Source: an optimization exercise on an open RTL-to-GDS flow (aim: small area, a short achievable clock period and few clock cycles). Production flows keep margins and buffers that such runs may drop. The RTL was checked by simulation tests, not by an equivalence proof against the original design.

==> 09-10 <==
## gdfwm_chain
module gdfwm_chain (
    input  wire        clk,
    input  wire        rst,
    input  wire        cfg_we,
    input  wire [5:0]  cfg_addr,
    input  wire [31:0] cfg_wdata,
    input  wire        in_valid,
    output wire        in_ready,
    input  wire        in_ch,
    input  wire [31:0] in_data,
    output reg         out_valid,
    input  wire        out_ready,
    output reg         out_ch,
    output reg  [31:0] out_data
);
    localparam [31:0] F_ONE   = 32'h3F800000;
    localparam [31:0] F_MZERO = 32'h80000000;
    localparam integer CMAX = 10;      
    localparam integer T = 14;        
    reg        cw_q, cw_qq;
    reg [5:0]  ca_q;
    reg [31:0] cd_q;
    always @(posedge clk) begin
        cw_q  <= cfg_we && !rst;
        cw_qq <= cw_q && !rst;
        ca_q  <= cfg_addr;
        cd_q  <= cfg_wdata;
    end
    reg [31:0] coef [0:44];       
    reg        cdef [0:44];       
    reg [1:0]  qlo, qhi;
    reg [31:0] preg, bias, amt, postg, mix;
    reg [31:0] u, om;             
    reg        cfg_pend;          
    integer k;
    always @(posedge clk) begin
        if (cw_q && ca_q < 6'd45)
            coef[ca_q] <= cd_q;
        for (k = 0; k < 45; k = k + 1)
            if (rst) cdef[k] <= 1'b1;
  ...
export LEC_CHECK = 0
export ABC_AREA = 1
export CAP_MARGIN = 30
export CORE_MARGIN = 2
export CORE_UTILIZATION = 45
export CTS_CLUSTER_DIAMETER = 100
export CTS_CLUSTER_SIZE = 25
export PLACE_DENSITY = 0.65
export SLEW_MARGIN = 30
create_clock -name core_clock -period 25.0 [get_ports {clk}]
standard.sh (not shown) runs the stock make flow with config.mk's settings and CLKGATE_MAP_FILE= SYNTH_SCRIPT=/design/flow/synth_recipe.tcl, a recipe that flattens the netlist after the stock synthesis.
==> flow/flow/run.sh <==
#!/bin/bash
set -euo pipefail
export BUFFER_PORTS_ARGS="-buffer_cell sky130_fd_sc_hd__buf_4"
bash standard.sh > standard.log 2>&1
==> 08-12: changes against 09-10 <==
--- a/flow/design.v
+++ b/flow/design.v
@@ -2191,23 +2191,17 @@
     wire [7:0]  emax = ex1_q - 8'd1;
     wire [26:0] lim  = (emax < 8'd27) ? (27'h4000000 >> emax[4:0]) : 27'd0;
     wire [5:0]  lz6  = lzc32({sum[26:0] | lim, 5'b11111});
     reg [27:0] sum_q;
     reg [4:0]  lsh_q;
     reg [7:0]  ex2_q;
-    reg signed [9:0] dU_q, dUm1_q, d127_q, d255_q;
-    wire [30:0] Um1 = u[30:0] - 31'd1;
     reg        sub2_q, sx2_q, nan2_q, inf2_q, sinf2_q;
     always @(posedge clk) begin
         sum_q   <= sum;
         lsh_q   <= lz6[4:0];
         ex2_q   <= ex1_q;
-        dU_q    <= {2'b0, ex1_q} - {2'b0, u[30:23]};
-        dUm1_q  <= {2'b0, ex1_q} - {2'b0, Um1[30:23]};
-        d127_q  <= {2'b0, ex1_q} - 10'd127;
-        d255_q  <= {2'b0, ex1_q} - 10'd255;
         sub2_q  <= sub1_q;
         sx2_q   <= sx1_q;
         nan2_q  <= nan1_q;
         inf2_q  <= inf1_q;
         sinf2_q <= sinf1_q;
     end
@@ -2222,43 +2216,27 @@
     wire        sy   = (zero && sub2_q) ? 1'b0 : sx2_q;
     wire        ovf  = (pk[32:23] >= 10'd255);
     assign y = nan2_q ? 32'h7FC00000 :
                inf2_q ? {sinf2_q, 8'hFF, 23'b0} :
                ovf    ? {sy, 8'hFF, 23'b0} :
                {sy, pk[30:0]};
+    wire [8:0]  em1p = em1 + 9'd1;
+    wire [8:0]  bexp = sig[23] ? em1p : em1;
+    wire [31:0] base = {bexp, sig[22:0]};
+    wire        big  = inf2_q || (bexp >= 9'd255);      
     wire [30:0] U    = u[30:0];
+    wire [30:0] Um1  = U - 31'd1;
     wire        u_nan = (u[30:23] == 8'hFF) && (u[22:0] != 0);
     wire        u_inf = (U == 31'h7F800000);
     wire        u_zero = (U == 31'd0);
-    wire signed [9:0] k0 = $signed({5'b0, lsh_q}) + 10'sd1;    
-    wire signed [9:0] k1 = $signed({5'b0, lsh_q});             
-    function [1:0] rel(input signed [9:0] d, input signed [9:0] ka, input signed [9:0] kb,
-                       input s23, input c27, input z, input tz);
-        begin
-            if (z)        rel = {1'b0, tz};
-            else if (c27) rel = {d >= 10'sd0, d == -10'sd1};
-            else if (s23) rel = {d > kb, d == kb};
-            else          rel = {d > ka, d == ka};
-        end
-    endfunction
-    wire        c27 = sum_q[27];
-    wire [1:0]  rU   = rel(dU_q,   k0, k1, sig[23], c27, zero, u[30:23] == 8'd0);
-    wire [1:0]  rUm1 = rel(dUm1_q, k0, k1, sig[23], c27, zero, Um1[30:23] == 8'd0);
-    wire [1:0]  r127 = rel(d127_q, k0, k1, sig[23], c27, zero, 1'b0);
-    wire [1:0]  r255 = rel(d255_q, k0, k1, sig[23], c27, zero, 1'b0);
-    wire [22:0] mant = sig[22:0];
-    wire        b_gtU = rU[1] || (rU[0] && mant > U[22:0]);
-    wire        b_eqU = rU[0] && mant == U[22:0];
-    wire        b_eqUm1 = rUm1[0] && mant == Um1[22:0];
-    wire        b_gt1 = r127[1] || (r127[0] && mant != 23'd0);
-    wire        b_eq1 = r127[0] && mant == 23'd0;
-    wire        big  = inf2_q || r255[1] || r255[0];       
-    wire        gtU = big ? !u_inf && !u_nan : b_gtU || (rnd && b_eqU);
-    wire        eqU = big ? u_inf : rnd ? b_eqUm1 && !u_zero : b_eqU;
+    wire        gtU = big ? !u_inf && !u_nan :
+                      ({1'b0, base} > {1'b0, U}) || (rnd && base == {1'b0, U});
+    wire        eqU = big ? u_inf :
+                      rnd ? (base == {1'b0, Um1}) && !u_zero : (base == {1'b0, U});
     wire        ltU = !gtU && !eqU;
-    wire        gt1 = big || b_gt1 || (rnd && b_eq1);
+    wire        gt1 = big || (base > 32'h3F800000) || (rnd && base == 32'h3F800000);
     wire        ys  = inf2_q ? sinf2_q : sy;
     wire        bz  = zero && u_zero;                    
     wire        c_lo = !u_nan && !bz && ((u[31] != ys) ? u[31] : (ys ? ltU : gtU));
     wire        c_hi = !u_nan && !bz && ((ys == u[31]) ? ys : (ys ? gtU : ltU));
     function [31:0] sat1(input [31:0] v);
         reg vn, g1;
@@ -2423,33 +2401,32 @@
     reg [4:0]  r;                 
     reg [3:0]  act;               
     reg [4:0]  cnt;               
     reg        pend_v;            
     reg        fl_busy;           
     wire       idle     = (act == 4'd0);
-    reg [31:0] xin;               
+    reg [31:0] ybuf;              
     wire       cont     = tv[7] && !tp[7];
     wire       slot_ok  = idle || (r == (buf_ch ? O : 5'd0));
     assign iss_start = !cont && buf_full && !cfg_pend && !cw_q && !cw_qq &&
                        (cnt < CMAX) && slot_ok;
     assign iss_cfg   = !cont && cfg_pend && idle;
     reg        post_job;          
     integer    pj;
     always @* begin
         post_job = 1'b0;
-        for (pj = 4; pj <= 8; pj = pj + 1) post_job = post_job | (tv[pj] & tp[pj] & tj[pj]);
+        for (pj = 3; pj <= 8; pj = pj + 1) post_job = post_job | (tv[pj] & tp[pj] & tj[pj]);
     end
     wire       iss_fl   = !cont && !iss_start && !iss_cfg && idle && !fl_busy &&
-                          !(tv[1] && tp[1]) && !(tv[2] && tp[2]) && !(tv[3] && tp[3]) &&
-                          (pend_v || post_job);
+                          !(tv[1] && tp[1]) && !(tv[2] && tp[2]) && (pend_v || post_job);
     wire       c_post   = cont && lastsec(ts[7], qhi);
     wire        i_v    = cont || iss_start;
     wire        i_post = c_post || iss_fl;
     wire        i_ch   = cont ? tch[7] : buf_ch;
     wire [3:0]  i_sec  = cont ? nxt(ts[7], qlo) : 4'd0;
-    wire [31:0] i_x    = xin;
+    wire [31:0] i_x    = cont ? ybuf : buf_d;
     wire        res_push;         
     wire        pop = out_valid && out_ready;
     always @(posedge clk) begin
         if (rst) begin
             r <= 5'd0;
             act <= 4'd0;
@@ -2458,13 +2435,13 @@
         end else begin
             if (iss_start && idle)
                 r <= ((buf_ch ? O : 5'd0) == S_m1) ? 5'd0 : (buf_ch ? O : 5'd0) + 5'd1;
             else
                 r <= (r == S_m1) ? 5'd0 : r + 5'd1;
             act <= act + {3'b0, iss_start} - {3'b0, c_post};
-            cnt <= pop ? cnt + {4'b0, iss_start} - 5'd1 : cnt + {4'b0, iss_start};
+            cnt <= cnt + {4'b0, iss_start} - {4'b0, pop};
             if (iss_fl)                             fl_busy <= 1'b1;
             else if (tv[8] && tp[8] && !tj[8])      fl_busy <= 1'b0;
         end
     end
     reg [31:0] pend_v8, pend_d;
     reg        pend_ch;
@@ -2489,18 +2466,18 @@
         if (tv[8] && tp[8]) begin
             pend_v8 <= mc1_y;
             pend_d  <= mc2_y;
             pend_ch <= tch[8];
         end
     end
-    reg [31:0] xd [1:5];
+    reg [31:0] xd [1:6];
     reg [31:0] dd [1:7];
     always @(posedge clk) begin
         xd[1] <= i_x;
         dd[1] <= cont ? dd[7] : buf_d;
-        for (j = 2; j <= 5; j = j + 1) xd[j] <= xd[j-1];
+        for (j = 2; j <= 6; j = j + 1) xd[j] <= xd[j-1];
         for (j = 2; j <= 7; j = j + 1) dd[j] <= dd[j-1];
     end
     reg  [31:0] b0_pre;
     wire        n_cont = tv[6] && !tp[6];
     always @(posedge clk)
         b0_pre <= (n_cont && lastsec(ts[6], qhi)) ? preg :
@@ -2517,30 +2494,27 @@
     always @(posedge clk)
         zr0 <= tp[2] ? bias :
                (wr0 && ziT == zi2) ? ae_o :
                z0v[zi2] ? z0[zi2] : 32'b0;
     wire [31:0] ab_y, ab_c;
     gdfwm_fadd u_ab (.clk(clk), .a(m0), .b(zr0), .y(ab_y), .u(u), .yc(ab_c));
-    reg [31:0] yv, m1a, m2a, m3a;
+    reg [31:0] yv;
     always @(posedge clk) begin
-        yv   <= ab_y;                                       
-        xin  <= (tv[6] && !tp[6]) ? yv : buf_full ? buf_d : in_data;
-        m1a  <= tp[5] ? ab_c : xd[5];
-        m2a  <= tp[5] ? dd[5] : xd[5];
-        m3a  <= tp[5] ? pend_v8 : ab_y;
+        yv   <= tp[5] ? ab_c : ab_y;                        
+        ybuf <= yv;                                         
     end
     reg [31:0] c1, c2, c3, c4;
     always @(posedge clk) begin
         c1 <= tp[5] ? postg : cread(ts[5], 1);
         c2 <= tp[5] ? om    : cread(ts[5], 2);
         c3 <= tp[5] ? mix : cread(ts[5], 3);
         c4 <= cread(ts[5], 4);
     end
-    gdfwm_fmul u_mc1 (.clk(clk), .a(m1a), .b(c1), .y(mc1_y));
-    gdfwm_fmul u_mc2 (.clk(clk), .a(m2a), .b(c2), .y(mc2_y));
-    gdfwm_fmul u_mc3 (.clk(clk), .a(m3a), .b(c3), .y(mc3_y));
+    gdfwm_fmul u_mc1 (.clk(clk), .a(tp[6] ? yv : xd[6]),    .b(c1), .y(mc1_y));
+    gdfwm_fmul u_mc2 (.clk(clk), .a(tp[6] ? dd[6] : xd[6]), .b(c2), .y(mc2_y));
+    gdfwm_fmul u_mc3 (.clk(clk), .a(tp[6] ? pend_v8 : yv), .b(c3), .y(mc3_y));
     gdfwm_fmul u_mc4 (.clk(clk), .a(yv), .b(c4), .y(mc4_y));
     reg [31:0] ad1a, ad1b, ad2a, ad2b;
     always @(posedge clk) begin
         ad1a <= tc[8] ? F_ONE : tp[8] ? pend_d : mc1_y;
         ad1b <= tc[8] ? {~amt[31], amt[30:0]} : tp[8] ? F_MZERO : {~mc3_y[31], mc3_y[30:0]};
         ad2a <= tc[8] ? F_ONE : tp[8] ? mc3_y : mc2_y;
@@ -2601,15 +2575,10 @@
                     {out_ch, out_data} <= {tch[T], ae_o};
                     out_valid <= 1'b1;
                 end else begin
                     out_valid <= 1'b0;
                 end
             end
-            if (f_empty)
-                fn <= {4'b0, res_push && !take};
-            else if (take)
-                fn <= fn + {4'b0, res_push} - 5'd1;
-            else
-                fn <= fn + {4'b0, res_push};
+            fn <= fn + {4'b0, res_push && !(take && f_empty)} - {4'b0, take && !f_empty};
         end
     end
 endmodule
==> flow/run.sh (new file) <==
#!/bin/bash
# synth_recipe.tcl (not shown) runs the flow's synth.tcl, then flattens the netlist and writes it again
# the make line also repeats each setting of config.mk as NAME=value (left out here)
make -C /OpenROAD-flow-scripts/flow DESIGN_CONFIG=/design/flow/config.mk WORK_HOME=/design/flow/orfs CLKGATE_MAP_FILE= SYNTH_SCRIPT=/design/flow/synth_recipe.tcl finish
- CORE_UTILIZATION: 45 -> 30
- CTS_CLUSTER_DIAMETER: 100 -> unset
- CTS_CLUSTER_SIZE: 25 -> unset
- PLACE_DENSITY: 0.65 -> 0.5
removed: flow/flow/run.sh
removed: flow/standard.sh
==> run notes <==
Status:
- The flow ran to the end and the layout has no timing, DRC or antenna violations.

Yosys:
- Counting every instance in the synthesized netlist gives 38323.
- Of the total synthesized cell area, the portion taken by full adders, half adders and majority gates is 0.119.

Route:
- The first routing iteration left 30970 violations.
Source of the figures above: 08-12

==> run notes <==
Route:
- The routed length per placed instance is 26.2 um.
- The detailed router finished its first iteration with 36016 violations.

Setup path:
- The worst setup path category is register to output port.

Yosys:
- The synthesized netlist cell count is 38446.
- In the synthesized netlist the dominant register cell turns out to be sky130_fd_sc_hd__edfxtp_1.

Status:
- The run finished with no timing, DRC or antenna violations.
Source of the figures above: 09-10

Testbench counts of 09-10, summed over its fixed seeds: cycles 23,229.
Testbench counts of 08-12, summed over its fixed seeds: cycles 23,205.

-- re-timing with driven ports --
The results above use ideal ports. As a check the final layouts listed here were re-extracted and re-timed, cells and wires unchanged.
Step 1, drivers: a clkbuf_16 drives clk and a buf_2 each remaining input, both assumed.
Step 2 adds t to the input delays and takes it off the output delays; t is the mean of the earliest and latest rising clock arrival at the registers after step 1. Input paths then give back, and output paths get back, about the clock's delay inside the block.
Slacks: ideal ports / drivers / drivers and shift; pairs: ideal ports / drivers.
run	t (ns)	slack for setup (ns)	worst setup path after step 2	worst data-port slew with drivers (ns)	pins driven straight from the clock port
09-10	1.212	18.213 / 18.065 / 17.613	input to register	0.21	1
08-12	1.204	18.003 / 17.851 / 17.015	input to register	0.07	1
After both steps setup and hold are still met in every run listed. For 08-12, which loses most, drivers alone change the setup slack by -0.152 ns; drivers and shift together by -0.988 ns.
